Context: an optimization exercise on an open-source flow, tuned for small area, a short achievable clock period and few clock cycles per item. The choices shown serve that exercise and are no tape-out recipe. Only simulation tests tie the RTL to the original design; equivalence was not proved. Power is estimated from default activity; no workload was simulated.

`design/flow/config.mk`:
```
export PLATFORM = sky130hd
export DESIGN_NAME = tdal3_core
export DESIGN_NICKNAME = tdal3_core
export VERILOG_FILES = /design/flow/design.v
export SDC_FILE = /design/flow/constraint.sdc
export NUM_CORES = 4
export LEC_CHECK = 0
export CAP_MARGIN = 20
export CORE_MARGIN = 2
export CORE_UTILIZATION = 40
export SETUP_SLACK_MARGIN = 2.0
export SLEW_MARGIN = 20
```
`design/flow/run.sh`:
```
#!/bin/bash
# synth_recipe.tcl (not shown) runs the flow's synth.tcl, then flattens the netlist and writes it again
# the make line also repeats each setting of config.mk as NAME=value (left out here)
make -C /OpenROAD-flow-scripts/flow DESIGN_CONFIG=/design/flow/config.mk WORK_HOME=/design/flow/orfs CLKGATE_MAP_FILE= SYNTH_SCRIPT=/design/flow/synth_recipe.tcl finish
```
`design/flow/constraint.sdc`:
```
create_clock -name core_clock -period 8.0 [get_ports {clk}]
set_input_delay 1.6000 -clock core_clock [delete_from_list [all_inputs] [get_ports {clk}]]
set_output_delay 1.6000 -clock core_clock [all_outputs]
set_load 0.01 [all_outputs]
```
`design/flow/design.v`:
```
module tdal3_core #(
    parameter [15:0] RESET_PC        = 16'h3000,
    parameter [15:0] RESET_SP_ACTIVE = 16'hFE00,
    parameter [15:0] RESET_SP_SAVED  = 16'h3000,
    parameter [2:0]  RESET_NZP       = 3'b010,      
    parameter [15:0] RESET_PSR       = 16'h0002,
    parameter [15:0] HALT_PC         = 16'hFFFF
) (
    input  wire        clk,
    input  wire        rst,
    output reg         mem_req,
    output reg         mem_we,
    output reg  [15:0] mem_addr,
    output reg  [15:0] mem_wdata,
    input  wire        mem_ready,
    input  wire [15:0] mem_rdata,
    input  wire        irq,
    input  wire [15:0] irq_vector,
    output reg         commit_valid,
    output reg         commit_irq,
    output reg         commit_unrec,
    output reg  [15:0] commit_pc,
    output wire [15:0] commit_next_pc,
    output reg         commit_reg_we,
    output reg  [2:0]  commit_reg_idx,
    output reg  [15:0] commit_reg_data,
    output wire [2:0]  commit_nzp,
    output reg         commit_rd_valid,
    output wire [15:0] commit_rd,
    output wire        halted,
    output wire        fault
);
    localparam [3:0] OP_BR   = 4'h0, OP_ADD = 4'h1, OP_LD  = 4'h2, OP_ST  = 4'h3,
                     OP_JSR  = 4'h4, OP_AND = 4'h5, OP_LDR = 4'h6, OP_STR = 4'h7,
                     OP_RTI  = 4'h8, OP_NOT = 4'h9, OP_LDI = 4'hA, OP_STI = 4'hB,
                     OP_JMP  = 4'hC, OP_RES = 4'hD, OP_LEA = 4'hE, OP_TRAP = 4'hF;
    localparam [3:0] S_EXEC  = 4'd0,    
                     S_FETCH = 4'd1,    
                     S_RD1   = 4'd2,    
                     S_RD1W  = 4'd3,    
                     S_RD2   = 4'd4,    
                     S_RD2W  = 4'd5,    
                     S_WR    = 4'd6,    
                     S_WRD   = 4'd7,    
                     S_IRQ1  = 4'd8,    
                     S_IRQ2  = 4'd9,    
                     S_IRQ3  = 4'd10,   
                     S_IRQ3W = 4'd11,   
                     S_HALT  = 4'd12,
                     S_FAULT = 4'd13;
    reg [3:0]  state;
    reg [15:0] regs [0:7];
    reg [15:0] pc;           
    reg [2:0]  nzp;
    reg [15:0] psr;
    reg [15:0] ssp_saved;
    reg [3:0]  ir_op;        
    reg [2:0]  ir_dr;        
    reg [15:0] mar;          
    assign halted = (state == S_HALT);
    assign fault  = (state == S_FAULT);
    wire s_exec = (state == S_EXEC);
    wire [15:0] w     = mem_rdata;
    wire [3:0]  opc   = w[15:12];
    function [2:0] cc;
        input [15:0] v;
        begin
            if (v == 16'h0000)  cc = 3'b010;
            else if (v[15])     cc = 3'b100;
            else                cc = 3'b001;
        end
    endfunction
    wire [2:0]  rb_idx = s_exec ? (w[13] ? w[11:9] : w[2:0]) : ir_dr;
    wire [15:0] ra     = regs[w[8:6]];
    wire [15:0] rb     = regs[rb_idx];
    wire [15:0] r6     = regs[6];
    wire [15:0] pc_inc = pc + 16'd1;
    wire        off11  = (w[15:13] == 3'b010);
    wire [15:0] pc_off = off11 ? {{5{w[10]}}, w[10:0]} : {{7{w[8]}}, w[8:0]};
    wire [15:0] pc_rel = pc_inc + pc_off;
    wire [15:0] alu_b  = w[5] ? {{11{w[4]}}, w[4:0]} : rb;
    wire [15:0] r_add  = ra + alu_b;
    wire [15:0] a_base = ra + {{10{w[5]}}, w[5:0]};
    wire        br_take = (w[11] & nzp[2]) | (w[10] & nzp[1]) | (w[9] & nzp[0]);
    wire        second = (state == S_RD2W);
    wire [15:0] sp_up  = r6 + {14'd0, second, ~second};
    wire        push2  = (state == S_IRQ2);
    wire [15:0] ssp_dn = ssp_saved - {14'd0, ~push2, push2};
    reg         fin;         
    reg         we;          
    reg  [2:0]  widx;
    reg  [15:0] wd;
    reg  [2:0]  nzp_n;
    reg         c_irq, c_unrec, c_rdv;
    reg  [3:0]  acc_state;   
    reg  [3:0]  wait_state;  
    reg         mar_ld;
    reg  [15:0] mar_d;
    always @* begin
        fin        = 1'b0;
        we         = 1'b0;
        widx       = w[11:9];
        wd         = r_add;
        nzp_n      = nzp;
        mem_req    = 1'b1;
        mem_we     = 1'b0;
        mem_addr   = pc_inc;
        mem_wdata  = rb;
        acc_state  = S_EXEC;
        wait_state = S_FETCH;
        mar_ld     = 1'b0;
        mar_d      = mem_rdata;
        c_irq      = 1'b0;
        c_unrec    = 1'b0;
        c_rdv      = 1'b0;
        case (state)
        S_EXEC: begin
            case (opc)
            OP_ADD, OP_AND, OP_NOT, OP_LEA: begin
                case (opc)
                    OP_ADD:  wd = r_add;
                    OP_AND:  wd = ra & alu_b;
                    OP_NOT:  wd = ~ra;
                    default: wd = pc_rel;
                endcase
                fin   = 1'b1;
                we    = 1'b1;
                nzp_n = cc(wd);
            end
            OP_BR: begin
                fin      = 1'b1;
                mem_addr = br_take ? pc_rel : pc_inc;
            end
            OP_JMP: begin
                fin      = 1'b1;
                mem_addr = ra;
            end
            OP_JSR: begin
                fin  = 1'b1;
                we   = 1'b1;
                widx = 3'd7;
                wd   = pc_inc;
                if (w[11])              mem_addr = pc_rel;
                else if (w[8:6] == 3'd7) mem_addr = pc_inc;
                else                    mem_addr = ra;
            end
            OP_LD, OP_LDI, OP_STI: begin
                mem_addr   = pc_rel;
                acc_state  = S_RD1W;
                wait_state = S_RD1;
                mar_ld     = 1'b1;
                mar_d      = pc_rel;
            end
            OP_LDR: begin
                mem_addr   = a_base;
                acc_state  = S_RD1W;
                wait_state = S_RD1;
                mar_ld     = 1'b1;
                mar_d      = a_base;
            end
            OP_TRAP: begin
                mem_addr   = {8'h00, w[7:0]};
                acc_state  = S_RD1W;
                wait_state = S_RD1;
                mar_ld     = 1'b1;
                mar_d      = {8'h00, w[7:0]};
            end
            OP_RTI: begin
                mem_addr   = r6;
                acc_state  = S_RD1W;
                wait_state = S_RD1;
                mar_ld     = 1'b1;
                mar_d      = r6;
            end
            OP_ST: begin
                mem_we     = 1'b1;
                mem_addr   = pc_rel;
                acc_state  = S_WRD;
                wait_state = S_WR;
                mar_ld     = 1'b1;
                mar_d      = pc_rel;
            end
            OP_STR: begin
                mem_we     = 1'b1;
                mem_addr   = a_base;
                acc_state  = S_WRD;
                wait_state = S_WR;
                mar_ld     = 1'b1;
                mar_d      = a_base;
            end
            default: begin  
                fin          = 1'b1;
                c_unrec      = 1'b1;
                mem_req      = 1'b0;
                mem_addr     = pc;
            end
            endcase
        end
        S_FETCH: begin
            mem_addr = pc;
        end
        S_RD1: begin
            mem_addr   = mar;
            acc_state  = S_RD1W;
            wait_state = S_RD1;
        end
        S_RD1W: begin
            case (ir_op)
            OP_LDI: begin
                mem_addr   = mem_rdata;
                acc_state  = S_RD2W;
                wait_state = S_RD2;
                mar_ld     = 1'b1;
            end
            OP_STI: begin
                mem_we     = 1'b1;
                mem_addr   = mem_rdata;
                acc_state  = S_WRD;
                wait_state = S_WR;
                mar_ld     = 1'b1;
            end
            OP_RTI: begin
                mem_addr   = sp_up;
                acc_state  = S_RD2W;
                wait_state = S_RD2;
                mar_ld     = 1'b1;    
            end
            OP_TRAP: begin
                fin      = 1'b1;
                we       = 1'b1;
                widx     = 3'd7;
                wd       = pc_inc;
                mem_addr = mem_rdata;
            end
            default: begin  
                fin             = 1'b1;
                we              = 1'b1;
                widx            = ir_dr;
                wd              = mem_rdata;
                nzp_n           = cc(mem_rdata);
                c_rdv           = 1'b1;
            end
            endcase
        end
        S_RD2: begin
            mem_addr   = (ir_op == OP_RTI) ? sp_up : mar;
            acc_state  = S_RD2W;
            wait_state = S_RD2;
        end
        S_RD2W: begin
            fin = 1'b1;
            we  = 1'b1;
            if (ir_op == OP_RTI) begin
                widx     = 3'd6;
                wd       = sp_up;
                mem_addr = mar;
            end else begin  
                widx            = ir_dr;
                wd              = mem_rdata;
                nzp_n           = cc(mem_rdata);
                c_rdv           = 1'b1;
            end
        end
        S_WR: begin
            mem_we     = 1'b1;
            mem_addr   = mar;
            acc_state  = S_WRD;
            wait_state = S_WR;
        end
        S_WRD: begin
            fin = 1'b1;
        end
        S_IRQ1: begin
            mem_we     = 1'b1;
            mem_addr   = ssp_dn;
            mem_wdata  = pc;
            acc_state  = S_IRQ2;
            wait_state = S_IRQ1;
        end
        S_IRQ2: begin
            mem_we     = 1'b1;
            mem_addr   = ssp_dn;
            mem_wdata  = psr;
            acc_state  = S_IRQ3;
            wait_state = S_IRQ2;
        end
        S_IRQ3: begin
            mem_addr   = irq_vector;
            acc_state  = S_IRQ3W;
            wait_state = S_IRQ3;
        end
        S_IRQ3W: begin
            fin        = 1'b1;
            we         = 1'b1;
            widx       = 3'd6;
            wd         = ssp_dn;
            mem_addr   = mem_rdata;
            c_irq      = 1'b1;
        end
        default: begin  
            mem_req  = 1'b0;
            mem_addr = pc;
        end
        endcase
        if (rst) mem_req = 1'b0;
    end
    assign commit_next_pc = pc;
    assign commit_nzp     = nzp;
    assign commit_rd      = mar;
    always @(posedge clk) begin
        commit_valid    <= fin & ~rst;
        commit_irq      <= c_irq;
        commit_unrec    <= c_unrec;
        commit_rd_valid <= c_rdv;
        commit_reg_we   <= we;
        commit_reg_idx  <= widx;
        commit_reg_data <= wd;
        commit_pc       <= pc;
    end
    reg [3:0] state_n;
    always @* begin
        if (fin) begin
            if (c_unrec)                      state_n = S_FAULT;
            else if (irq & ~c_irq)            state_n = S_IRQ1;
            else if (mem_addr == HALT_PC)     state_n = S_HALT;
            else if (mem_ready)               state_n = S_EXEC;
            else                              state_n = S_FETCH;
        end else if (state == S_HALT || state == S_FAULT) begin
            state_n = irq ? S_IRQ1 : state;
        end else begin
            state_n = mem_ready ? acc_state : wait_state;
        end
    end
    wire [15:0] wd_r = rst ? 16'h0000 : wd;
    wire [15:0] wd_6 = rst ? RESET_SP_ACTIVE : wd;
    integer i;
    always @(posedge clk)
        for (i = 0; i < 8; i = i + 1)
            if (rst | (we & (widx == i)))
                regs[i] <= (i == 6) ? wd_6 : wd_r;
    always @(posedge clk) begin
        if (rst) begin
            state     <= S_FETCH;
            pc        <= RESET_PC;
            nzp       <= RESET_NZP;
            psr       <= RESET_PSR;
            ssp_saved <= RESET_SP_SAVED;
        end else begin
            state <= state_n;
            if (fin) begin
                pc  <= mem_addr;
                nzp <= nzp_n;
            end
            if (second & (ir_op == OP_RTI))
                psr <= mem_rdata;
            if (state == S_IRQ3W)
                ssp_saved <= r6;
        end
    end
    always @(posedge clk) begin
        if (s_exec) begin
            ir_op <= opc;
            ir_dr <= w[11:9];
        end
        if (mar_ld)
            mar <= mar_d;
    end
endmodule
```
==> summary.txt, run 1 <==
syn_area_per_cell 8.25 um2; DRC marker count from the first detailed-route iteration between 3000 and 4000; most common cell after layout, fill and taps aside buf_4; final setup fails 0; Skew-Pair Late Insertion Delay a little over 0.6 ns; met2 routed WL 47800 um; Post-Syn Area between 0.015 and 0.02 mm2; placed wire-length estimate 83200 um; post-synth cell types 119; Reg2Reg Setup Slack 1.93 ns; Synth Register Bits 246; CTS tree done; Die W 223 um; Finished Cell Area 0.0267 mm2; EDFF count, synth 151; Tcrit/Tclk final 0.846; grt ovf 0; DRT antenna net count 0; Global Route Usage Sum 0.441; Worst Path Arrival 5.17 ns; Hold Vio Cnt, Final 0; first-pass GRT wire length roughly 160000 um; syn_nets ~2400; initial antenna violation count 5; Rows 80; normalized max-slew margin 0.274; WL met3 13300 um; share of layout cells above drive strength 1 0.289; Initial Util 0.403; post-synth top area share 0.237; synth top area cells edfxtp_1 (24%), dfxtp_1 (9.9%), nand2_1 (6.0%); cell area power density between 300 and 400 mW/mm2; largest net degree at the start of global routing 64; IO Port Bufs around 150; Via Count 22695; Boundary Pins approximately 150; clock-pin slew on the worst setup and hold paths roughly 0.060 ns; root buffer cell clkbuf_16; Req. time, crit path 6.40 ns; Leak Pwr 10.3 nW; final net count between 2000 and 3000; Worst Hold Slack 0.459 ns; Avg Vias per Cell roughly 6.8; Max Fclk between 100 and 150 MHz; CORE AREA 0.0475 mm2; drt drc 0; unrepaired setup endpoints after global routing yes; CTS Sinks around 250; total routed wirelength 113000 um; total CTS buffers 27; clk_skew 0.0198 ns; M1 wire length slightly above 40000 um; vias in the first global route 21291; Setup TNS 0 ns; share of synthesized registers carrying an async set or reset 0; Die Area between 0.04 and 0.05 mm2; Fill cells roughly 4300; fin crit period 6.77 ns; Slew Viols, Final 0; number of warnings issued by yosys 2; H-tree Lvls 1; Setup crit start kind input pin; sequential cell area fraction in the yosys report 0.336; worst-path fanout max 8; top_reg_cell synth edfxtp_1; Placer Congestion 1.07; Min-Delay Path Class flop to flop; placed inst area roughly 0.022 mm2; P&R area growth vs syn 39.5%; Bufs on Longest Clock Path 3; outcome finished clean; Top Layer Used met5; Max Cap Violations 0; Worst Max-Slew Pin Slew 1.09 ns; Setup CP Type input pin to primary output; Die Span Y roughly 220 um; Worst VDD drop 0.277 mV; Synth Instances 2321; number of iterations in the first detailed-routing pass 6; most frequent cells in the layout buf_4 (314), nand2_1 (297), a21oi_1 (181); Post-CTS Hold Fix Bufs 0; endpoint class of the critical path primary output; cell taking the most area after synthesis edfxtp_1; WL/cell 33.9 um
## routing by layer
layer,up-vias,global-route usage
li1,9467,-
met1,10900,0.554
met2,1817,0.665
met3,505,0.0997
met4,6,0.322
met5,-,0
## kinds of logic after synthesis
kind of cell    Yosys count  share of synthesized area
flops                   246                      0.336
compound gates          778                      0.276
buf+inv                 261                     0.0574
simple gates            834                      0.212
xor+xnor                 65                     0.0297
mux                      77                     0.0476
fa+ha+maj                60                     0.0412
## registers in the layout (all words and copies together), names as in the netlist, 16 cells and up
name             cells
commit_pc           16
commit_reg_data     16
mar                 16
pc                  16
psr                 16
regs               128
ssp_saved           16
## metrics by stage
stage | power [W] | setup WS, ns | std cells | utilization
finish | 0.00889 | 1.23 | 3333 | 0.562
global route | 0.00910 | 1.17 | 3330 | 0.562
CTS | 0.00833 | 1.36 | 3286 | 0.543
detailed placement | 0.00640 | 0.202 | 3123 | 0.473
global placement | 0.00640 | 0.0811 | 3123 | 0.473
floorplan | 0.00411 | 1.76 | 2321 | -
## final timing paths
| check | startpoint | to | cells after the start |
|---|---|---|---|
| max | mem_rdata[8] | mem_addr[11] | 18 |
| min | psr[7] | psr[7] | 2 |
| max reg2reg | state[3] | regs[6][15] | 28 |
| min reg2reg | psr[7] | psr[7] | 2 |
## worst max-delay path: stages
cell       delay [ns]
buf_12           0.12
buf_12           0.11
buf_16           0.11
mux2i_1          0.24
o32a_1           0.18
o31a_1           0.26
or2_4            0.20
inv_4            0.05
ha_4             0.28
nand4_1          0.20
a211oi_4         0.27
nor2_2           0.06
a21oi_1          0.16
xnor2_1          0.12
o211ai_1         0.74
a2111oi_4        0.20
inv_1            0.09
buf_2            0.13
## power breakdown
part	switching (W)	leakage, nW	internal (W)
combinational	0.00322	7.60	0.00232
clock	0.000569	0.448	0.000764
sequential	0.000267	2.29	0.00176
total	0.00405	10.3	0.00484
## cell type report
cell class / instances / area (um2) / area share
clock inverters: 18 / 219 / 0.00819
well taps: 615 / 769 / 0.0288
flip-flops and latches: 246 / 6450 / 0.241
inverters: 87 / 348 / 0.0130
multi-input cells: 1814 / 13500 / 0.505
diodes: 3 / 7.51 / 0.000281
clock buffers: 32 / 704 / 0.0264
repair buffers: 518 / 4730 / 0.177
## cells in the mapped netlist, drive strengths merged, types with 28 or more instances
master  count
a211oi     41
a21o       28
a21oi     213
a221oi     40
buf        60
clkbuf    114
dfxtp      95
edfxtp    151
ha         55
inv        85
mux2i      54
nand2     309
nand3      57
nand4      31
nor2      187
nor2b      44
nor3       58
o21ai     145
o22ai      50
xnor2      32
xor2       33
## what timing repair did
item / in CTS / in global routing
setup endpoints to repair: 168 / 113
hold endpoints to repair: 0 / 0
pin swaps: 137 / 95
resized for setup: 387 / 125
gates cloned: 10 / 0
buffers inserted: 103 / 43
Testbench counts, summed over its fixed seeds: cycles 58,189, instrs 47,263.
==> inputs of run 2 (changes only) <==
--- a/design/flow/config.mk
+++ b/design/flow/config.mk
@@ -8,5 +8,4 @@
 export CAP_MARGIN = 20
 export CORE_MARGIN = 2
 export CORE_UTILIZATION = 40
-export SETUP_SLACK_MARGIN = 2.0
 export SLEW_MARGIN = 20
==> summary.txt, run 2 <==
outcome finished clean; DRC marker count from the first detailed-route iteration roughly 3500; syn_nets 2417; root buffer cell clkbuf_16; vias in the first global route 20281; Req. time, crit path 6.40 ns; clock-pin slew on the worst setup and hold paths about 0.06 ns; grt ovf 0; drt drc 0; hold depth 2; M1 GR Usage 0.533; fin crit period 7.88 ns; final setup fails 0; post-synth cell types 119; Min-Delay Path Class flop to flop; HP Start psr[0]; Via Count 21590; CTS Sinks roughly 250; Worst Hold End psr[0]; critical path's top delay family compound AO/OA/AOI/OAI gates; share of layout cells above drive strength 1 0.154; CTS tree done; Bufs on Longest Clock Path 3; Largest Register regs; reg2reg end regs[5][13]; fin util 0.494; initial antenna violation count 5; synth top area cells edfxtp_1 (24%), dfxtp_1 (9.9%), nand2_1 (6.0%); WL/cell approximately 33 um; Worst Max-Slew Pin Slew 1.06 ns; Synth Register Bits 246; Reg2Reg Setup Slack 0.73 ns; Rows 80; post-synth top area share 0.237; combinational cell fraction of total power 0.585; Leak Pwr 9.11 nW; total routed wirelength roughly 110000 um; syn_area_per_cell 8.25 um2; max reg flops 128; global route hottest layer met2; Tcrit/Tclk final 0.985; Placer Congestion 1.11; P&R area growth vs syn 22.6%; Skew-Pair Late Insertion Delay 0.59 ns; Avg Vias per Cell 6.71; Die Area 0.0497 mm2; top_reg_cell synth edfxtp_1; Global Route Usage Sum 0.415; most used cell, CP a31oi_1; Worst Hold Slack 0.456 ns; M2 GR Usage 0.613; normalized max-slew margin 0.274; Initial Util 0.403; endpoint class of the critical path primary output; worst-path fanout max 28; Die W 223 um; Setup CP Type input pin to primary output; Boundary Pins between 100 and 150; number of warnings issued by yosys 2; Finished Cell Area 0.0235 mm2; CORE AREA between 0.04 and 0.05 mm2; critical path cell sequence buf_2, buf_12, nor2b_1, a221oi_2, o22ai_1, inv_1, ha_1, a21oi_1, a211oi_1, or4_1, a31oi_1, xnor2_1, a222oi_1, buf_4, a31oi_1, clkdlybuf4s50_1; first-pass GRT wire length 148000 um; sequential cell area fraction in the yosys report 0.336; unrepaired setup endpoints after global routing no; most frequent cells in the layout nand2_1 (308), buf_4 (253), a21oi_1 (206); top-count cell post-synth nand2_1; R2R cell count 20; Net Sw Frac 0.461; clk_skew between 0.015 and 0.02 ns; setup ws final roughly 0.12 ns; CP Buf/Inv Count 5; total CTS buffers 27; slowest cell delay on critical path 0.65 ns; IO Port Bufs 146; Slew Viols, Final 0; Die Span Y roughly 220 um; Post-Syn Area between 0.015 and 0.02 mm2; Int Power 0.00423 W; final net count 2674; clock network fraction of total power 0.159; met3 Use GR 0.102; Worst Path Arrival between 6 and 7 ns; Reg power frac 0.257; H-tree Lvls 1; cell taking the most area after synthesis edfxtp_1; number of iterations in the first detailed-routing pass 8; Max Cap Violations 0; cell area power density approximately 330 mW/mm2; Commonest cells post-synth nand2_1 (308), a21oi_1 (208), nor2_1 (185); Synth Instances 2321; placed wire-length estimate 82100 um; worst slack, placed -0.0307 ns; P_sw ~0.0036 W; share of synthesized registers carrying an async set or reset 0; largest net degree at the start of global routing 65; Setup crit start kind input pin; Slowest-stage cell, CP clkdlybuf4s50_1; placed inst area 0.0226 mm2; DRT antenna net count 0; Worst VDD drop 0.247 mV; Hold Vio Cnt, Final 0; most common cell after layout, fill and taps aside nand2_1; EDFF count, synth around 150; R2R Path Start state[3]; Max Fclk 127 MHz
run 2: routing by layer:
layer | wire length [um] | vias to the layer above
li1 | - | 9234
met1 | 40100 | 10338
met2 | 43800 | 1630
met3 | 12700 | 386
met4 | 9360 | 2
met5 | 13 | -
run 2: per-stage QoR:
step / power, W / cells / setup TNS (ns)
finish: 0.00786 / 3217 / 0
global route: 0.00808 / 3214 / 0
CTS: 0.00768 / 3212 / 0
detailed placement: 0.00642 / 3162 / -0.214
global placement: 0.00641 / 3162 / 0
floorplan: 0.00403 / 2321 / 0
run 2: timing repair:
| action | in CTS | in global routing |
|---|---|---|
| endpoints found under the setup margin | 0 | 5 |
| resized for setup | 0 | 5 |
| hold buffers | 0 | 0 |
| buffers inserted | 0 | 1 |
run 2: worst max-delay path by stage:
| stage | startpoint | endpoint | slack (ns) | cells after the start |
|---|---|---|---|---|
| after CTS | mem_rdata[8] | mem_addr[13] | 0.14 | 17 |
| after global placement | mem_rdata[1] | regs[1][13] | 0.002 | 21 |
| final | mem_rdata[7] | mem_addr[13] | 0.12 | 16 |
| after floorplan | mem_rdata[8] | mem_addr[10] | 1.47 | 16 |
| after detailed placement | mem_rdata[1] | regs[1][13] | -0.03 | 21 |
| after global routing | mem_rdata[7] | mem_addr[15] | 0.04 | 16 |
run 2: power by group through the flow:
stage / Clock, W / Combinational [W] / Sequential [W]
final: 0.00125 / 0.00460 / 0.00202
after global placement: 0 / 0.00439 / 0.00203
after floorplan: 0 / 0.00210 / 0.00193
after detailed placement: 0 / 0.00440 / 0.00202
after CTS: 0.00126 / 0.00442 / 0.00200
after global routing: 0.00130 / 0.00475 / 0.00203
run 2: area by class of cell:
type / count / area [um2]
flip-flops and latches: 246 / 6440
clock inverters: 17 / 150
well taps: 615 / 769
multi-input cells: 1814 / 11700
diodes: 3 / 7.51
repair buffers: 402 / 3390
fillers: 4608 / 24100
inverters: 87 / 327
clock buffers: 33 / 729
run 2: kinds of logic (layout without fill, tap and decap cells):
group | after synthesis | after routing | synth area share
AOI/OAI and AO/OA | 778 | 778 | 0.276
xor gates and xnor gates | 65 | 65 | 0.0297
adders and majority gates | 60 | 60 | 0.0412
buffers and inverters | 261 | 539 | 0.0574
DFF | 246 | 246 | 0.336
muxes | 77 | 77 | 0.0476
other | 0 | 3 | 0
and+or+nand+nor | 834 | 834 | 0.212
run 2: worst register-to-register path, stage by stage, from the launching register on:
cell and delay [ns]:
dfxtp_1 0.31, or4_1 0.84, inv_1 0.52, nor2_1 0.16
a21oi_2 0.13, buf_4 0.19, mux4_2 0.51, o221ai_1 0.67
o21ai_0 0.32, ha_1 0.43, a21o_1 0.23, a221oi_2 0.25
a21boi_2 0.25, o21ai_0 0.19, or3_1 0.49, nor2_1 0.15
nor3_2 0.07, o221ai_1 0.31, a221oi_1 0.25, buf_4 0.28
nor2_1 0.44
==> inputs of run 3 (changes only) <==
==> design/flow/flow/run.sh (new file) <==
#!/bin/bash
# Layout: the standard flow (standard.sh), with plain buf_1 cells as the
# port buffers in place of the delay buffers buffer_ports picks by itself.
set -euo pipefail
cd "$(dirname "$0")/.."
export BUFFER_PORTS_ARGS="-buffer_cell sky130_fd_sc_hd__buf_1"
bash standard.sh finish > standard.log 2>&1
==> design/flow/standard.sh (new file) <==
#!/bin/bash
# synth_recipe.tcl (not shown) runs the flow's synth.tcl, then flattens the netlist and writes it again
# the make line also repeats each setting of config.mk as NAME=value (left out here)
make -C /OpenROAD-flow-scripts/flow DESIGN_CONFIG=/design/flow/config.mk WORK_HOME=/design/flow/orfs CLKGATE_MAP_FILE= SYNTH_SCRIPT=/design/flow/synth_recipe.tcl "${@:-finish}"
removed: design/flow/run.sh
==> summary.txt, run 3 <==
outcome finished clean; max reg flops 128; clk_skew 0.0174 ns; post_cts resized 0; Bufs on Longest Clock Path 3; Post-CTS Hold Fix Bufs 0; number of warnings issued by yosys 2; normalized max-slew margin 0.317; WL/cell 34.4 um; number of iterations in the first detailed-routing pass 8; Worst Hold Slack between 0.4 and 0.5 ns; Fill cells 4693; fin crit period around 7.8 ns; Global Route Usage Sum 0.422; Max Fclk 127 MHz; total routed wirelength 108000 um; cell area power density 340 mW/mm2; Setup CP Type input pin to primary output; largest net degree at the start of global routing 56; CORE AREA 0.0475 mm2; root buffer cell clkbuf_16; share of synthesized registers carrying an async set or reset 0; Avg Vias per Cell 6.75; Initial Util 0.403; initial antenna violation count 9; Max Cap Violations 0; post-synth top area share 0.237; post-synth cell types 119; CTS tree done; clock-pin slew on the worst setup and hold paths ~0.060 ns; first-pass GRT wire length between 100000 and 150000 um; Die W ~220 um; sequential cell area fraction in the yosys report 0.336; fin util 0.464; H-tree Lvls 1; P&R area growth vs syn 15.3%; Die Span Y 223 um; placed wire-length estimate 83500 um; Multi-input gate area roughly 0.012 mm2; Worst VDD drop 0.243 mV; Via Count between 20000 and 25000; vias in the first global route a little under 20000; Synth Register Bits 246; cell taking the most area after synthesis edfxtp_1; top-count cell post-synth nand2_1; DRT antenna net count 0; endpoint class of the critical path primary output; drt drc 0; Largest Register regs; Tcrit/Tclk final 0.981; post-CTS setup buffer count 0; Slew Viols, Final 0; Non-Filler Instances 3145; most common cell after layout, fill and taps aside nand2_1; DRC marker count from the first detailed-route iteration 3081; total CTS buffers 27; Post-Syn Area roughly 0.019 mm2; share of layout cells above drive strength 1 0.130; syn_area_per_cell about 8.3 um2; most frequent cells in the layout nand2_1 (308), a21oi_1 (206), nor2_1 (185); Rows 80; EDFF count, synth 151; CTS Sinks 246; Placer Congestion 1.06; final setup fails 0; Skew-Pair Late Insertion Delay 0.60 ns; Die Area 0.0497 mm2; final net count 2603; Worst Path Arrival approximately 6.3 ns; Worst Max-Slew Pin Slew about 1.0 ns; top_reg_cell synth edfxtp_1; worst-path fanout max 21; Hold Vio Cnt, Final 0; Setup TNS 0 ns; syn_nets 2417; Commonest cells post-synth nand2_1 (308), a21oi_1 (208), nor2_1 (185); Min-Delay Path Class flop to flop; dpl cells 3093; unrepaired setup endpoints after global routing no; Synth Instances about 2300; Reg area around 0.0064 mm2; synth top area cells edfxtp_1 (24%), dfxtp_1 (9.9%), nand2_1 (6.0%); IO Port Bufs 146; Leak Pwr 8.42 nW; grt ovf 0; Req. time, crit path 6.40 ns; Setup crit start kind input pin; Boundary Pins 147
run 3: cell type report:
type	instances	area share
inverter	87	0.0148
tap	615	0.0349
multi-input combinational	1814	0.527
antenna	2	0.000227
clock inverter	15	0.00771
sequential	246	0.292
clock buffer	35	0.0329
timing repair buffer	331	0.0906
run 3: power by group:
part           internal, W  switching [W]
Combinational      0.00142        0.00276
Clock             0.000719       0.000575
Sequential         0.00176       0.000265
run 3: logic make-up (layout without fill, tap and decap cells):
kind of cell / after synthesis / after routing / synth area share
and+or+nand+nor: 834 / 834 / 0.212
AOI/OAI and AO/OA: 778 / 778 / 0.276
buffers and inverters: 261 / 468 / 0.0574
DFF: 246 / 246 / 0.336
muxes: 77 / 77 / 0.0476
xor gates and xnor gates: 65 / 65 / 0.0297
adders and majority gates: 60 / 60 / 0.0412
other: 0 / 2 / 0
run 3: path summary, 6_finish.rpt:
check                             startpoint  slack, ns     endpoint  depth (start not counted)
worst max-delay path            mem_rdata[7]       0.15  mem_addr[5]                         14
worst min-delay path                  psr[2]       0.46       psr[2]                          2
worst max register to register      state[3]       0.75  regs[3][15]                         24
worst min register to register        psr[2]       0.46       psr[2]                          2
run 3: stage by stage:
stage          instance area [um2]  total power, W  setup slack (ns)
2_1_floorplan                19200         0.00403              1.47
3_3_place_gp                 21200         0.00606             0.267
3_5_place_dp                 21200         0.00605             0.313
4_1_cts                      22100         0.00735             0.306
5_1_grt                      22100         0.00770            0.0868
6_report                     22100         0.00750             0.150
run 3: metal layers:
metal / up-vias / share of wire / GRT usage
li1: 9096 / - / -
met1: 10376 / 0.39 / 0.537
met2: 1424 / 0.43 / 0.645
met3: 327 / 0.10 / 0.0967
met4: 6 / 0.076 / 0.272
met5: - / 0.00035 / 0
run 3: critical path: stages:
cell	delay [ns]
clkbuf_2	0.42
nor2b_1	0.61
a221oi_2	0.16
o22ai_1	0.40
inv_1	0.19
ha_1	0.36
a21oi_1	0.38
a21oi_1	0.15
o21a_1	0.18
o31ai_1	0.65
a211oi_1	0.17
o21ai_0	0.49
o22a_1	0.29
buf_1	0.18
==> inputs of run 4 (changes only) <==
--- a/design/flow/config.mk
+++ b/design/flow/config.mk
@@ -8,4 +8,5 @@
 export CAP_MARGIN = 20
 export CORE_MARGIN = 2
 export CORE_UTILIZATION = 40
+export SETUP_SLACK_MARGIN = 1.0
 export SLEW_MARGIN = 20
==> summary.txt, run 4 <==
clock-pin slew on the worst setup and hold paths 0.08 ns; CP Buf/Inv Count 4; final setup fails 0; Bufs on Longest Clock Path 3; Die Span Y between 200 and 250 um; normalized max-slew margin 0.320; largest net degree at the start of global routing 56; R2R cell count 24; placed wire-length estimate ~84000 um; number of iterations in the first detailed-routing pass 6; Rows 80; Max Cap Violations 0; syn_area_per_cell ~8.3 um2; post-synth top area share 0.237; dpl cells a little over 3000; Skew-Pair Late Insertion Delay roughly 0.6 ns; CTS tree done; grt ovf 0; total routed wirelength 109000 um; Initial Util 0.403; Boundary Pins 147; R2R Path Start state[3]; Multi-input gate area 0.0119 mm2; critical path cell sequence clkbuf_8, or3_1, buf_6, o22ai_2, inv_1, ha_2, nand2_1, a211oi_4, nor2_1, a2111o_1, a21oi_1, o21ai_2, a41o_2, a21oi_2, buf_1; Fill cells ~4700; post-synth cell types roughly 120; Reg2Reg Setup Slack ~1.3 ns; Worst Max-Slew Pin Slew 1.02 ns; Non-Filler Instances around 3200; vias in the first global route approximately 20000; Tcrit/Tclk final 0.871; worst-path fanout max 15; Hold Vio Cnt, Final 0; Slew Viols, Final 0; drt drc 0; Via Count 21359; Setup TNS 0 ns; Setup crit start kind input pin; CP Capture Point mem_addr[15]; Worst Path Arrival 5.37 ns; unrepaired setup endpoints after global routing yes; DRC marker count from the first detailed-route iteration 2876; final net count 2609; initial antenna violation count 9; clk_skew slightly below 0.02 ns; Largest Register regs; Synth Register Bits 246; WL/cell 34.6 um; H-tree Lvls 1; Worst VDD drop 0.243 mV; cell area power density 337 mW/mm2; root buffer cell clkbuf_16; share of synthesized registers carrying an async set or reset 0; P&R area growth vs syn 17.6%; Req. time, crit path 6.40 ns; Reg area 0.00644 mm2; Max Fclk around 140 MHz; Commonest cells post-synth nand2_1 (308), a21oi_1 (208), nor2_1 (185); most frequent cells in the layout nand2_1 (307), a21oi_1 (198), nor2_1 (184); Min-Delay Path Class flop to flop; outcome finished clean; endpoint class of the critical path primary output; Slowest-stage cell, CP ha_2; number of warnings issued by yosys 2; critical path's top delay family compound AO/OA/AOI/OAI gates; top_reg_cell synth edfxtp_1; reg2reg end regs[3][15]; max reg flops 128; most common cell after layout, fill and taps aside nand2_1; share of layout cells above drive strength 1 0.152; DRT antenna net count 0; CTS Sinks about 250; CORE AREA 0.0475 mm2; Post-Syn Area 0.0192 mm2; CP startpoint mem_rdata[6]; Avg Vias per Cell 6.77; cell taking the most area after synthesis edfxtp_1; EDFF count, synth 151; Placer Congestion 1.06; sequential cell area fraction in the yosys report 0.336; Global Route Usage Sum 0.424; IO Port Bufs 146; Leak Pwr 8.54 nW; first-pass GRT wire length 150000 um; synth top area cells edfxtp_1 (24%), dfxtp_1 (9.9%), nand2_1 (6.0%); Die Area 0.0497 mm2; top-count cell post-synth nand2_1; Levels on crit path 15; Setup CP Type input pin to primary output; fin crit period 6.97 ns; slowest cell delay on critical path 0.46 ns; Synth Instances 2321; Die W 223 um; syn_nets ~2400; total CTS buffers 27
## run 4: changes by cell type in the layout (fill, tap and decap cells not counted), sizes merged
cell and delta:
buf +7, bufbuf +1, clkbuf -2, clkinvlp +1, diode +4, inv -1
## run 4: metal layers
metal | GRT usage | up-vias | wire, um
li1 | - | 9123 | -
met1 | 0.528 | 10319 | 41600
met2 | 0.646 | 1537 | 46800
met3 | 0.113 | 378 | 11800
met4 | 0.277 | 2 | 8820
met5 | 0 | - | 13
## run 4: worst min-delay path by stage
| stage | startpoint | endpoint | slack, ns | cells after the start |
|---|---|---|---|---|
| after floorplan | pc[2] | commit_pc[2] | 0.39 | 0 |
| after global placement | psr[1] | psr[1] | 0.44 | 1 |
| after detailed placement | psr[2] | psr[2] | 0.45 | 2 |
| after CTS | psr[2] | psr[2] | 0.46 | 2 |
| after global routing | pc[6] | commit_pc[6] | 0.46 | 0 |
| final | pc[6] | commit_pc[6] | 0.46 | 0 |
## run 4: worst register-to-register path: cells and delay by family, from the launching register on
family	cells	cell delay, ns
buf+inv	7	1.53
fa+ha+maj	1	0.37
mux	1	0.57
simple gates	4	1.21
compound gates	11	2.32
flops	1	0.32
## run 4: repair_timing
action                     in CTS  in global routing
hold buffers                    0                  0
setup endpoints to repair      21                 57
cloned                          1                  0
pin swaps                       6                 12
gates resized for setup        43                 41
buffers inserted                2                  3
## run 4: final cells by class
type	instances	share of cell area
inverters	87	0.0148
well taps	615	0.0341
clock buffers	35	0.0322
flip-flops and latches	246	0.286
multi-input cells	1814	0.530
diodes	6	0.000666
clock inverters	15	0.00755
repair buffers	337	0.0948
## run 4: logic make-up (layout without fill, tap and decap cells)
logic type                 count (synthesis)  after routing  share of synthesized area
xor gates and xnor gates                  65             65                     0.0297
adders and majority gates                 60             60                     0.0412
and+or+nand+nor                          834            834                      0.212
DFF                                      246            246                      0.336
muxes                                     77             77                     0.0476
other                                      0              6                          0
buffers and inverters                    261            474                     0.0574
AOI/OAI and AO/OA                        778            778                      0.276
## run 4: through the flow
step	setup slack [ns]	power [W]	utilization	hold WS, ns	instance area [um2]
finish	1.03	0.00759	0.474	0.455	22500
global route	0.970	0.00779	0.474	0.464	22500
CTS	0.988	0.00739	0.469	0.458	22300
detailed placement	0.313	0.00605	0.445	0.450	21200
global placement	0.267	0.00606	0.445	0.444	21200
floorplan	1.47	0.00403	-	0.390	19200
## run 4: report_power, final
| group | internal [W] | total [W] | switching, W |
|---|---|---|---|
| Clock | 0.000719 | 0.00130 | 0.000577 |
| Combinational | 0.00146 | 0.00427 | 0.00281 |
| Sequential | 0.00176 | 0.00202 | 0.000266 |
==> inputs of run 5 (changes only) <==
--- a/design/flow/design.v
+++ b/design/flow/design.v
@@ -158,19 +158,12 @@
                 mar_ld     = 1'b1;
                 mar_d      = a_base;
             end
-            OP_TRAP: begin
-                mem_addr   = {8'h00, w[7:0]};
-                acc_state  = S_RD1W;
-                wait_state = S_RD1;
-                mar_ld     = 1'b1;
-                mar_d      = {8'h00, w[7:0]};
-            end
-            OP_RTI: begin
-                mem_addr   = r6;
-                acc_state  = S_RD1W;
+            OP_TRAP, OP_RTI: begin
+                mem_req    = 1'b0;
+                acc_state  = S_RD1;
                 wait_state = S_RD1;
                 mar_ld     = 1'b1;
-                mar_d      = r6;
+                mar_d      = (opc == OP_TRAP) ? {8'h00, w[7:0]} : r6;
             end
             OP_ST: begin
                 mem_we     = 1'b1;
@@ -192,7 +185,6 @@
                 fin          = 1'b1;
                 c_unrec      = 1'b1;
                 mem_req      = 1'b0;
-                mem_addr     = pc;
             end
             endcase
         end
@@ -347,10 +339,10 @@
             ssp_saved <= RESET_SP_SAVED;
         end else begin
             state <= state_n;
-            if (fin) begin
+            if (fin & ~c_unrec)
                 pc  <= mem_addr;
+            if (fin)
                 nzp <= nzp_n;
-            end
             if (second & (ir_op == OP_RTI))
                 psr <= mem_rdata;
             if (state == S_IRQ3W)
==> summary.txt, run 5 <==
Bufs on Longest Clock Path 3; clock-pin slew on the worst setup and hold paths around 0.080 ns; Worst Path Arrival 5.37 ns; Global Route Usage Sum 0.407; top-count cell post-synth nand2_1; EDFF count, synth roughly 150; placed wire-length estimate a little under 80000 um; R2R Path Start state[0]; fin crit period 6.97 ns; Die Area 0.0492 mm2; Synth Register Bits between 200 and 250; top_reg_cell synth edfxtp_1; Net Sw Frac 0.553; Slew Viols, Final 0; max reg flops between 100 and 150; P&R area growth vs syn 15.3%; Skew-Pair Late Insertion Delay 0.61 ns; drt drc 0; H-tree Lvls 1; clock network fraction of total power 0.103; largest net degree at the start of global routing between 40 and 50; endpoint class of the critical path primary output; worst slack, placed 0.176 ns; post-synth top area share 0.239; root buffer cell clkbuf_16; Req. time, crit path around 6.4 ns; Commonest cells post-synth nand2_1 (283), a21oi_1 (185), nor2_1 (184); CTS Sinks between 200 and 250; slowest cell delay on critical path 0.81 ns; Post-CTS Hold Fix Bufs 0; syn_nets 2350; Worst Hold End commit_pc[0]; HP Start pc[0]; outcome finished clean; critical path's top delay family compound AO/OA/AOI/OAI gates; WL/cell approximately 34 um; CP Buf/Inv Count 4; sequential cell area fraction in the yosys report 0.339; Die Span Y 222 um; CORE AREA about 0.047 mm2; Hold Vio Cnt, Final 0; unrepaired setup endpoints after global routing no; Largest Register regs; Worst VDD drop 0.321 mV; grt ovf 0; combinational cell fraction of total power 0.687; Reg power frac 0.209; Placer Congestion 1.10; Boundary Pins 147; Die W approximately 220 um; first-pass GRT wire length 145000 um; Setup TNS 0 ns; cell taking the most area after synthesis edfxtp_1; Max Fclk 143 MHz; Initial Util 0.407; Post-Syn Area 0.0190 mm2; Reg2Reg Setup Slack 1.30 ns; DRC marker count from the first detailed-route iteration 3419; fin util 0.469; clk_skew 0.0332 ns; cell area power density 586 mW/mm2; vias in the first global route 19231; initial antenna violation count 2; Slowest-stage cell, CP o21ai_0; Setup CP Type input pin to primary output; worst-path fanout max 19; final net count 2504; most common cell after layout, fill and taps aside nand2_1; Via Count 20844; number of iterations in the first detailed-routing pass 17; setup ws final 1.03 ns; Max Cap Violations 0; IO Port Bufs between 100 and 150; CTS tree done; R2R cell count 20; hold depth 0; Tcrit/Tclk final 0.871; Worst Max-Slew Pin Slew 1.22 ns; synth top area cells edfxtp_1 (24%), dfxtp_1 (10%), nand2_1 (5.6%); Setup crit start kind input pin; final setup fails 0; total CTS buffers 28; share of layout cells above drive strength 1 0.137; Synth Instances around 2300; DRT antenna net count 0; syn_area_per_cell 8.41 um2; most used cell, CP nand2_1; most frequent cells in the layout nand2_1 (281), a21oi_1 (183), nor2_1 (179); Int Power 0.00573 W; Min-Delay Path Class flop to flop; P_sw approximately 0.007 W; Leak Pwr around 8 nW; Rows 79; share of synthesized registers carrying an async set or reset 0; normalized max-slew margin 0.168; total routed wirelength 103000 um; reg2reg end regs[0][10]; Avg Vias per Cell 6.86; critical path cell sequence buf_6, clkinvlp_4, o21ai_0, nand2_1, nand2_2, ha_1, nand2_1, nor2_1, a211oi_1, and2_1, a2111o_1, nand3_2, a221oi_4, inv_1, buf_1; post-synth cell types 116; number of warnings issued by yosys 2
## run 5: final cells by class
| class | count | area (um2) |
|---|---|---|
| Tap cell | 607 | 759 |
| Clock inverter | 13 | 92.6 |
| Multi-Input combinational cell | 1771 | 11800 |
| Sequential cell | 246 | 6440 |
| Fill cell | 4599 | 24800 |
| Clock buffer | 39 | 848 |
| Timing Repair Buffer | 291 | 1690 |
| Inverter | 70 | 273 |
| Antenna cell | 1 | 2.50 |
## run 5: what timing repair did
action / 4_1_cts / 5_1_grt
pin swaps: 2 / 8
endpoints found under the setup margin: 12 / 47
gates resized for setup: 35 / 39
buffers inserted: 5 / 4
## run 5: how the worst max path moves through the flow
stage	cells after the start	from	end	slack (ns)
after floorplan	15	mem_rdata[8]	mem_addr[12]	1.66
after global placement	14	mem_rdata[8]	mem_addr[11]	0.26
after detailed placement	14	mem_rdata[8]	mem_addr[11]	0.18
after CTS	14	pc[0]	mem_addr[11]	0.97
after global routing	15	mem_rdata[7]	mem_addr[9]	1.01
final	15	mem_rdata[6]	mem_addr[15]	1.03
## run 5: power groups by stage
stage	clock [W]	sequential (W)	combinational (W)
4_1_cts	0.00132	0.00263	0.00834
3_5_place_dp	0	0.00265	0.00823
6_report	0.00132	0.00268	0.00880
2_1_floorplan	0	0.00244	0.00463
3_3_place_gp	0	0.00266	0.00824
5_1_grt	0.00137	0.00269	0.00907
## run 5: metrics by stage
stage / hold WS, ns / area (um2) / cells / total power [W]
floorplan: 0.390 / 19000 / 2254 / 0.00707
CTS: 0.455 / 21700 / 3032 / 0.0123
detailed placement: 0.448 / 20500 / 2975 / 0.0109
finish: 0.453 / 21900 / 3038 / 0.0128
global route: 0.471 / 21900 / 3037 / 0.0131
global placement: 0.441 / 20500 / 2975 / 0.0109
## run 5: cells by family after synthesis
group | Yosys count | synth area share
simple gates | 790 | 0.208
compound gates | 789 | 0.285
flops | 246 | 0.339
buf+inv | 237 | 0.0548
xor+xnor | 69 | 0.0327
mux | 63 | 0.0387
fa+ha+maj | 60 | 0.0416
## run 5: routing by layer
layer | vias to the layer above | track usage | wire (um)
met5 | - | 0 | 13
met4 | 2 | 0.265 | 8450
met3 | 344 | 0.0804 | 12200
met2 | 1561 | 0.586 | 41700
met1 | 10056 | 0.554 | 40700
li1 | 8881 | - | -
Testbench counts of run 5, summed over its fixed seeds: cycles 58,213, instrs 47,263.
==> inputs of run 6 (changes only) <==
==> design/flow/config.mk (replaced) <==
export PLATFORM = sky130hd
export DESIGN_NAME = tdal3_core
export DESIGN_NICKNAME = tdal3_core
export VERILOG_FILES = /design/flow/design.v
export SDC_FILE = /design/flow/constraint.sdc
export NUM_CORES = 4
export LEC_CHECK = 0
export ABC_AREA = 1
export CAP_MARGIN = 20
export CORE_MARGIN = 2
export CORE_UTILIZATION = 50
export GPL_ROUTABILITY_DRIVEN = 0
export SETUP_SLACK_MARGIN = 1.75
export SLEW_MARGIN = 20
==> summary.txt, run 6 <==
Via Count ~23000; largest net degree at the start of global routing 47; H-tree Lvls 1; Hold Vio Cnt, Final 0; normalized max-slew margin 0.208; M1 GR Usage 0.589; outcome finished clean; Leak Pwr approximately 10 nW; clock-pin slew on the worst setup and hold paths about 0.06 ns; Post-CTS Hold Fix Bufs 0; vias in the first global route 20664; Setup TNS 0 ns; met3 Use GR 0.209; slowest cell delay on critical path 0.52 ns; synth top area cells edfxtp_1 (24%), nand2_1 (14%), dfxtp_1 (9.9%); Synth Instances 2815; Die W 200 um; placed inst area roughly 0.020 mm2; total routed wirelength 99400 um; R2R cell count 24; DRT antenna net count 0; unrepaired setup endpoints after global routing yes; Fill cells 3668; Commonest cells post-synth nand2_1 (717), inv_1 (334), nor2_1 (257); M2 GR Usage 0.692; EDFF count, synth 151; CP Capture Point regs[5][5]; root buffer cell clkbuf_16; DRC marker count from the first detailed-route iteration 4409; Reg area 0.00644 mm2; Req. time, crit path 8.31 ns; top-count cell post-synth nand2_1; CTS tree done; Skew-Pair Late Insertion Delay ~0.59 ns; critical path's top delay family compound AO/OA/AOI/OAI gates; Worst VDD drop 0.282 mV; Global Route Usage Sum 0.484; share of synthesized registers carrying an async set or reset 0; Levels on crit path 26; cell area power density 491 mW/mm2; Rows around 70; Worst Max-Slew Pin Slew 1.18 ns; endpoint class of the critical path flop; Synth Register Bits roughly 250; top_reg_cell synth edfxtp_1; Initial Util 0.509; most common cell after layout, fill and taps aside nand2_1; post-synth cell types 66; Die Span Y 200 um; global route hottest layer met2; Bufs on Longest Clock Path 3; number of iterations in the first detailed-routing pass 14; P&R area growth vs syn 18.9%; Reg2Reg Setup Slack roughly 1.9 ns; cell taking the most area after synthesis edfxtp_1; final net count 3119; Finished Cell Area 0.0229 mm2; syn_area_per_cell 6.83 um2; max reg flops 128; R2R Path Start state[3]; CORE AREA 0.0378 mm2; Setup crit start kind input pin; initial antenna violation count 5; Worst Path Arrival 6.57 ns; post-synth top area share 0.236; Avg Vias per Cell around 6.5; share of layout cells above drive strength 1 0.165; Boundary Pins 147; most used cell, CP nand2_1; CTS Sinks 246; total CTS buffers 28; Slew Viols, Final 0; fin crit period 6.26 ns; Largest Register regs; syn_nets 2911; Min-Delay Path Class flop to flop; CP Buf/Inv Count 6; Max Cap Violations 0; CP startpoint mem_rdata[2]; most frequent cells in the layout nand2_1 (670), inv_1 (314), nor2_1 (241); final setup fails 0; Die Area 0.0400 mm2; worst-path fanout max 7; sequential cell area fraction in the yosys report 0.335; IO Port Bufs 146; Slowest-stage cell, CP a221oi_1; Setup CP Type input pin to flop; placed wire-length estimate about 75000 um; drt drc 0; number of warnings issued by yosys 2; first-pass GRT wire length 139000 um; reg2reg end regs[5][5]; WL/cell 27.9 um; Max Fclk 160 MHz; Tcrit/Tclk final 0.783; clk_skew 0.0236 ns; Multi-input gate area ~0.012 mm2; grt ovf 0; Post-Syn Area 0.0192 mm2
run 6: cell count changes in the layout (fill, tap and decap cells not counted), sizes merged, moves of 43 or more:
| cell | before | now |
|---|---|---|
| o21ai | 151 | 237 |
| nand3 | 50 | 205 |
| nor2 | 185 | 283 |
| nand2 | 284 | 738 |
| mux2i | 43 | 0 |
| inv | 68 | 380 |
run 6: cell families (layout without fill, tap and decap cells):
logic type               count (synthesis)  in the layout  share of synthesized area
AO/OA/AOI/OAI                          629            630                      0.195
XOR/XNOR                                27             27                     0.0123
adder cells (fa/ha/maj)                 60             60                     0.0410
buffers and inverters                  494            722                      0.104
flip-flops                             246            246                      0.335
other                                    0              4                          0
AND/OR/NAND/NOR                       1359           1360                      0.312
run 6: per-stage QoR:
stage	cells	total power (W)	setup slack [ns]	util	hold WS, ns
after detailed placement	3422	0.00864	0.0450	0.538	0.431
after global routing	3557	0.0115	1.71	0.605	0.448
after CTS	3504	0.0102	1.71	0.577	0.441
final	3560	0.0112	1.74	0.605	0.434
after floorplan	2815	0.00602	2.14	-	0.392
after global placement	3422	0.00862	0.0567	0.538	0.423
run 6: layout make-up:
class	instances	share of cell area
inverters	382	0.0653
repair inverters	3	0.000821
clock buffers	36	0.0338
well taps	511	0.0280
flip-flops and latches	246	0.282
diodes	4	0.000438
clock inverters	16	0.00723
multi-input cells	2077	0.504
repair buffers	285	0.0788
run 6: timing repair:
action	CTS	global route
cloned	3	5
setup endpoints to repair	166	133
pin swaps	10	38
gates resized for setup	99	180
setup buffers	27	47
run 6: per-layer routing:
metal	up-vias	routed length, um
met5	-	136
met4	10	9620
met3	660	16600
met2	2107	38900
met1	10483	34100
li1	9935	-
run 6: how the worst min path moves through the flow:
stage	cells after the start	start	slack, ns	endpoint
global placement	0	pc[7]	0.42	commit_pc[7]
floorplan	0	pc[2]	0.39	commit_pc[2]
finish	0	pc[15]	0.43	commit_pc[15]
detailed placement	0	pc[7]	0.43	commit_pc[7]
CTS	0	pc[7]	0.44	commit_pc[7]
global route	0	pc[7]	0.45	commit_pc[7]
run 6: report_power, final:
group / leakage (nW) / internal [W] / switching (W)
registers: 2.29 / 0.00211 / 0.000485
clock network: 0.464 / 0.000756 / 0.000575
logic: 7.32 / 0.00204 / 0.00525
run 6: worst register-to-register path, delay by kind of cell (launching register included):
family	cells	cell delay [ns]
AOI/OAI and AO/OA	8	2.02
xor gates and xnor gates	1	0.21
adders and majority gates	1	0.30
buffers and inverters	3	0.58
DFF	1	0.36
and+or+nand+nor	11	2.40
==> inputs of run 7 (changes only) <==
--- a/design/flow/config.mk
+++ b/design/flow/config.mk
@@ -8,7 +8,7 @@
 export ABC_AREA = 1
 export CAP_MARGIN = 20
 export CORE_MARGIN = 2
-export CORE_UTILIZATION = 50
+export CORE_UTILIZATION = 55
 export GPL_ROUTABILITY_DRIVEN = 0
 export SETUP_SLACK_MARGIN = 1.75
 export SLEW_MARGIN = 20
==> summary.txt, run 7 <==
outcome finished clean; WL/cell 27.4 um; most used cell, CP nand2_1; root buffer cell clkbuf_16; first-pass GRT wire length 135000 um; Worst VDD drop 0.327 mV; Via Count 23552; main combinational cell family by area after synthesis simple AND/OR/NAND/NOR gates; share of layout cells above drive strength 1 0.166; drt drc 0; post-synth top area share 0.236; top-count cell post-synth nand2_1; clock-pin slew on the worst setup and hold paths 0.06 ns; fin util 0.664; CTS tree done; P&R area growth vs syn 19.1%; initial antenna violation count 8; unrepaired setup endpoints after global routing yes; H-tree Lvls 1; Worst Max-Slew Pin Slew roughly 1.3 ns; cell area power density 489 mW/mm2; top_reg_cell synth edfxtp_1; post-synth cell types 66; normalized max-slew margin 0.158; Setup CP Type input pin to flop; Skew-Pair Late Insertion Delay 0.60 ns; Initial Util 0.558; Worst Path Arrival ~6.6 ns; Min-Delay Path Class flop to flop; number of iterations in the first detailed-routing pass 9; Synth Instances 2815; sequential cell area fraction in the yosys report 0.335; most frequent cells in the layout nand2_1 (671), inv_1 (313), nor2_1 (239); Avg Vias per Cell 6.71; Leak Pwr 10.1 nW; slowest cell delay on critical path 0.47 ns; most common cell after layout, fill and taps aside nand2_1; mux contribution to synthesized area 0; Synth Register Bits 246; Slew Viols, Final 0; syn_nets a little under 3000; Tcrit/Tclk final 0.784; Setup TNS 0 ns; Post-Syn Area 0.0192 mm2; Boundary Pins 147; EDFF count, synth roughly 150; largest net degree at the start of global routing 75; Bufs on Longest Clock Path 3; Max Cap Violations 0; Req. time, crit path 8.32 ns; Finished Cell Area 0.0229 mm2; Post-Synth Simple-Gate Area 0.312; Commonest cells post-synth nand2_1 (717), inv_1 (334), nor2_1 (257); Global Route Usage Sum 0.512; final net count around 3100; CORE AREA between 0.03 and 0.04 mm2; placed inst area between 0.02 and 0.025 mm2; hold depth 0; DRC marker count from the first detailed-route iteration 4789; total CTS buffers 27; number of warnings issued by yosys 2; fin crit period 6.27 ns; worst-path fanout max 15; Die Span Y between 150 and 200 um; Slowest-stage cell, CP o21ai_2; max reg flops 128; Die Area 0.0365 mm2; Synth Area in Compound Gates 0.195; Post-Synth XOR/XNOR Area 0.0123; placed wire-length estimate 69600 um; DRT antenna net count 0; syn_area_per_cell 6.83 um2; vias in the first global route 20513; cell taking the most area after synthesis edfxtp_1; Rows 68; Setup crit start kind input pin; Die W between 150 and 200 um; final setup fails 0; R2R cell count 30; IO Port Bufs 146; total routed wirelength roughly 96000 um; Largest Register regs; clk_skew 0.0129 ns; grt ovf 0; Max Fclk 159 MHz; share of synthesized registers carrying an async set or reset 0; Synth Area in Adders 0.0410; synth top area cells edfxtp_1 (24%), nand2_1 (14%), dfxtp_1 (9.9%); CTS Sinks 246; Hold Vio Cnt, Final 0; endpoint class of the critical path flop
-- run 7: cell families (layout without fill, tap and decap cells) --
| kind of cell | after synthesis | in the layout |
|---|---|---|
| buf+inv | 494 | 728 |
| compound gates | 629 | 629 |
| flops | 246 | 246 |
| xor+xnor | 27 | 27 |
| other cells | 0 | 7 |
| fa+ha+maj | 60 | 60 |
| simple gates | 1359 | 1360 |
-- run 7: final timing paths --
path | slack (ns) | end | from
max | 1.73 | regs[2][12] | mem_rdata[1]
min | 0.42 | commit_pc[12] | pc[12]
max reg2reg | 1.83 | regs[2][12] | state[1]
min reg2reg | 0.42 | commit_pc[12] | pc[12]
-- run 7: power breakdown --
part,internal [W],leakage (nW),switching (W),total [W]
logic,0.00210,7.39,0.00524,0.00734
clock network,0.000705,0.432,0.000566,0.00127
registers,0.00211,2.29,0.000477,0.00258
-- run 7: area by class of cell --
class | count | area, um2
antenna | 7 | 17.5
clock buffer | 37 | 763
clock inverter | 12 | 114
fill | 3092 | 11600
inverter | 382 | 1490
multi-input combinational | 2076 | 11600
sequential | 246 | 6440
tap | 455 | 569
timing repair buffer | 295 | 1900
timing repair inverter | 2 | 13.8
-- run 7: repair_timing --
| action | CTS | global route |
|---|---|---|
| gates resized for setup | 107 | 167 |
| setup buffers | 46 | 47 |
| hold buffers | 0 | 0 |
| endpoints found under the setup margin | 153 | 138 |
| pin swaps | 16 | 36 |
| cloned | 3 | 1 |
-- run 7: critical path, delay by kind of cell --
family / cells / cell delay [ns]
compound gates: 9 / 2.10
fa+ha+maj: 1 / 0.39
buf+inv: 9 / 1.22
simple gates: 11 / 1.26
-- run 7: metrics by stage --
step	total power (W)	instances	hold slack, ns	setup WS (ns)
global route	0.0114	3505	0.445	1.63
global placement	0.00847	3359	0.415	0.370
floorplan	0.00602	2815	0.392	2.14
finish	0.0112	3512	0.423	1.73
CTS	0.0101	3457	0.428	1.73
detailed placement	0.00851	3359	0.419	0.261
-- run 7: routing by layer --
layer,track usage,up-vias,share of wire,routed length (um)
met2,0.702,2342,0.38,37000
met3,0.249,733,0.18,17200
met4,0.360,8,0.10,9790
met5,0.0467,-,0.0015,143
met1,0.619,10514,0.33,32000
li1,-,9955,-,-
==> inputs of run 8 (changes only) <==
--- a/design/flow/config.mk
+++ b/design/flow/config.mk
@@ -8,7 +8,8 @@
 export ABC_AREA = 1
 export CAP_MARGIN = 20
 export CORE_MARGIN = 2
-export CORE_UTILIZATION = 55
+export CORE_UTILIZATION = 50
 export GPL_ROUTABILITY_DRIVEN = 0
-export SETUP_SLACK_MARGIN = 1.75
+export SETUP_SLACK_MARGIN = 2.0
 export SLEW_MARGIN = 20
+export TNS_END_PERCENT = 0
==> summary.txt, run 8 <==
CP Buf/Inv Count 7; Req. time, crit path 8.31 ns; Int Power slightly above 0.005 W; main combinational cell family by area after synthesis simple AND/OR/NAND/NOR gates; EDFF count, synth roughly 150; clk_skew 0.0246 ns; H-tree Lvls 1; total CTS buffers 28; Reg power frac 0.226; Initial Util 0.509; final net count 3144; Skew-Pair Late Insertion Delay roughly 0.6 ns; Die W about 200 um; number of warnings issued by yosys 2; P_sw between 0.006 and 0.007 W; synth top area cells edfxtp_1 (24%), nand2_1 (14%), dfxtp_1 (9.9%); normalized max-slew margin 0.259; share of synthesized registers carrying an async set or reset 0; placed wire-length estimate roughly 75000 um; clock-pin slew on the worst setup and hold paths roughly 0.060 ns; grt ovf 0; root buffer cell clkbuf_16; Synth Register Bits 246; Via Count between 20000 and 25000; worst-path fanout max 13; Worst Path Arrival around 6.6 ns; final setup fails 0; Commonest cells post-synth nand2_1 (717), inv_1 (334), nor2_1 (257); IO Port Bufs 146; top_reg_cell synth edfxtp_1; Post-Syn Area 0.0192 mm2; initial antenna violation count 6; Hold Vio Cnt, Final 0; mux contribution to synthesized area 0; Die Span Y ~200 um; total routed wirelength roughly 100000 um; Synth Area in Compound Gates 0.195; Boundary Pins around 150; DRC marker count from the first detailed-route iteration approximately 4400; drt drc 0; endpoint class of the critical path flop; Max Fclk 158 MHz; number of iterations in the first detailed-routing pass 12; P&R area growth vs syn 22.2%; Die Area 0.0400 mm2; Net Sw Frac 0.559; top-count cell post-synth nand2_1; Bufs on Longest Clock Path 3; setup ws final approximately 1.7 ns; Largest Register regs; CTS tree done; WL/cell 27.9 um; first-pass GRT wire length 140000 um; syn_area_per_cell 6.83 um2; Rows 71; post-synth cell types 66; Leak Pwr 10.3 nW; syn_nets 2911; Global Route Usage Sum 0.489; Post-Synth XOR/XNOR Area 0.0123; Fill cells 3579; CTS Sinks 246; post-synth top area share 0.236; outcome finished clean; most common cell after layout, fill and taps aside nand2_1; cell area power density 487 mW/mm2; Avg Vias per Cell 6.55; Slowest-stage cell, CP nand2_1; Synth Area in Adders 0.0410; most frequent cells in the layout nand2_1 (655), inv_1 (311), nor2_1 (235); critical path's top delay family compound AO/OA/AOI/OAI gates; Slew Viols, Final 0; DRT antenna net count 0; Min-Delay Path Class flop to flop; vias in the first global route 20940; cell taking the most area after synthesis edfxtp_1; largest net degree at the start of global routing 47; CORE AREA 0.0378 mm2; share of layout cells above drive strength 1 0.187; Tcrit/Tclk final 0.789; Synth Instances 2815; Max Cap Violations 0; combinational cell fraction of total power 0.658; Setup TNS 0 ns; fin crit period 6.31 ns; worst slack, placed roughly 0.045 ns; Worst Max-Slew Pin Slew 1.11 ns; clock network fraction of total power 0.116; unrepaired setup endpoints after global routing yes; Setup crit start kind input pin; slowest cell delay on critical path approximately 0.4 ns; Worst VDD drop ~0.29 mV; Post-Synth Simple-Gate Area 0.312; Worst Hold Slack between 0.4 and 0.5 ns; fin util 0.622; Setup CP Type input pin to flop; sequential cell area fraction in the yosys report 0.335; Pwr Total 0.0114 W; max reg flops 128
## run 8: final timing paths
check	startpoint	end	slack [ns]	cells after the start
max	mem_rdata[2]	regs[0][9]	1.69	29
max reg2reg	state[3]	regs[0][9]	1.85	28
min	pc[15]	commit_pc[15]	0.44	0
min reg2reg	pc[15]	commit_pc[15]	0.44	0
## run 8: worst register-to-register path, delay by kind of cell, from the launching register on
family,cells,cell delay [ns]
and+or+nand+nor,12,2.29
AOI/OAI and AO/OA,10,2.15
buffers and inverters,5,0.79
DFF,1,0.35
adders and majority gates,1,0.31
## run 8: power by group through the flow
| stage | sequential, W | combinational (W) | clock (W) |
|---|---|---|---|
| detailed placement | 0.00256 | 0.00608 | 0 |
| floorplan | 0.00240 | 0.00362 | 0 |
| global route | 0.00260 | 0.00777 | 0.00138 |
| CTS | 0.00254 | 0.00652 | 0.00133 |
| global placement | 0.00256 | 0.00605 | 0 |
| finish | 0.00259 | 0.00753 | 0.00133 |
## run 8: metrics by stage
stage,std cells,cell area (um2)
2_1_floorplan,2815,19200
3_3_place_gp,3422,20300
3_5_place_dp,3422,20300
4_1_cts,3531,22400
5_1_grt,3581,23500
6_report,3589,23500
## run 8: cell type report
class / instances / area [um2] / share of cell area
flip-flops and latches: 246 / 6440 / 0.274
multi-input cells: 2075 / 11800 / 0.503
inverters: 382 / 1520 / 0.0649
repair inverters: 4 / 32.5 / 0.00139
well taps: 511 / 639 / 0.0272
clock buffers: 36 / 773 / 0.0329
repair buffers: 311 / 2090 / 0.0889
diodes: 8 / 20.0 / 0.000852
clock inverters: 16 / 165 / 0.00703
## run 8: kinds of logic after synthesis
family	count (synthesis)
compound gates	629
xor+xnor	27
fa+ha+maj	60
buf+inv	494
flops	246
simple gates	1359
## run 8: timing repair
action | CTS | global route
cloned | 6 | 2
setup endpoints to repair | 169 | 146
hold buffers | 0 | 0
pin swaps | 32 | 69
setup buffers | 51 | 48
resized for setup | 192 | 163
## run 8: layer usage
metal	vias to the layer above	global-route usage	routed length (um)
met3	656	0.213	16900
met1	10664	0.594	33900
met4	2	0.336	9870
met2	2208	0.695	39400
li1	9995	-	-
met5	-	0.0111	55

## port drivers added, routing unchanged
How much do the figures lean on ideal ports? The routed layouts below were timed once more, with nothing changed but the port constraints.
Step 1: set_driving_cell puts a clkbuf_16 on clk and a buf_2 on each other input, an assumption about the parent block.
Step 2, shift: input delay + t, output delay - t, t = (earliest + latest rising clock arrival at the registers) / 2. This alone moves slack from input paths to output paths.
Slacks: ideal / step 1 / step 2; pairs: ideal / step 1.
run	shift t [ns]	setup slack, ns	worst setup path at the end	worst register clock-pin slew, ns	cell pins on the clock port's net
run 1	0.659	1.231 / 1.164 / 1.164	input to output	0.08 / 0.08	1
run 2	0.640	0.119 / 0.025 / -0.301	input to register	0.07 / 0.07	1
run 3	0.653	0.150 / 0.122 / 0.122	input to output	0.08 / 0.08	1
run 4	0.660	1.031 / 0.972 / 0.503	input to register	0.08 / 0.08	1
run 5	0.659	1.028 / 0.870 / 0.625	input to register	0.08 / 0.08	1
run 6	0.639	1.740 / 1.605 / 1.135	input to register	0.07 / 0.07	1
run 7	0.651	1.729 / 1.676 / 1.112	input to register	0.07 / 0.07	1
run 8	0.639	1.688 / 1.642 / 1.084	input to register	0.07 / 0.07	1
With both steps, setup timing fails in run 2, where it was met with ideal ports. The setup slack of run 7, which loses most, moves by -0.053 ns with the drivers and by -0.617 ns with both steps.
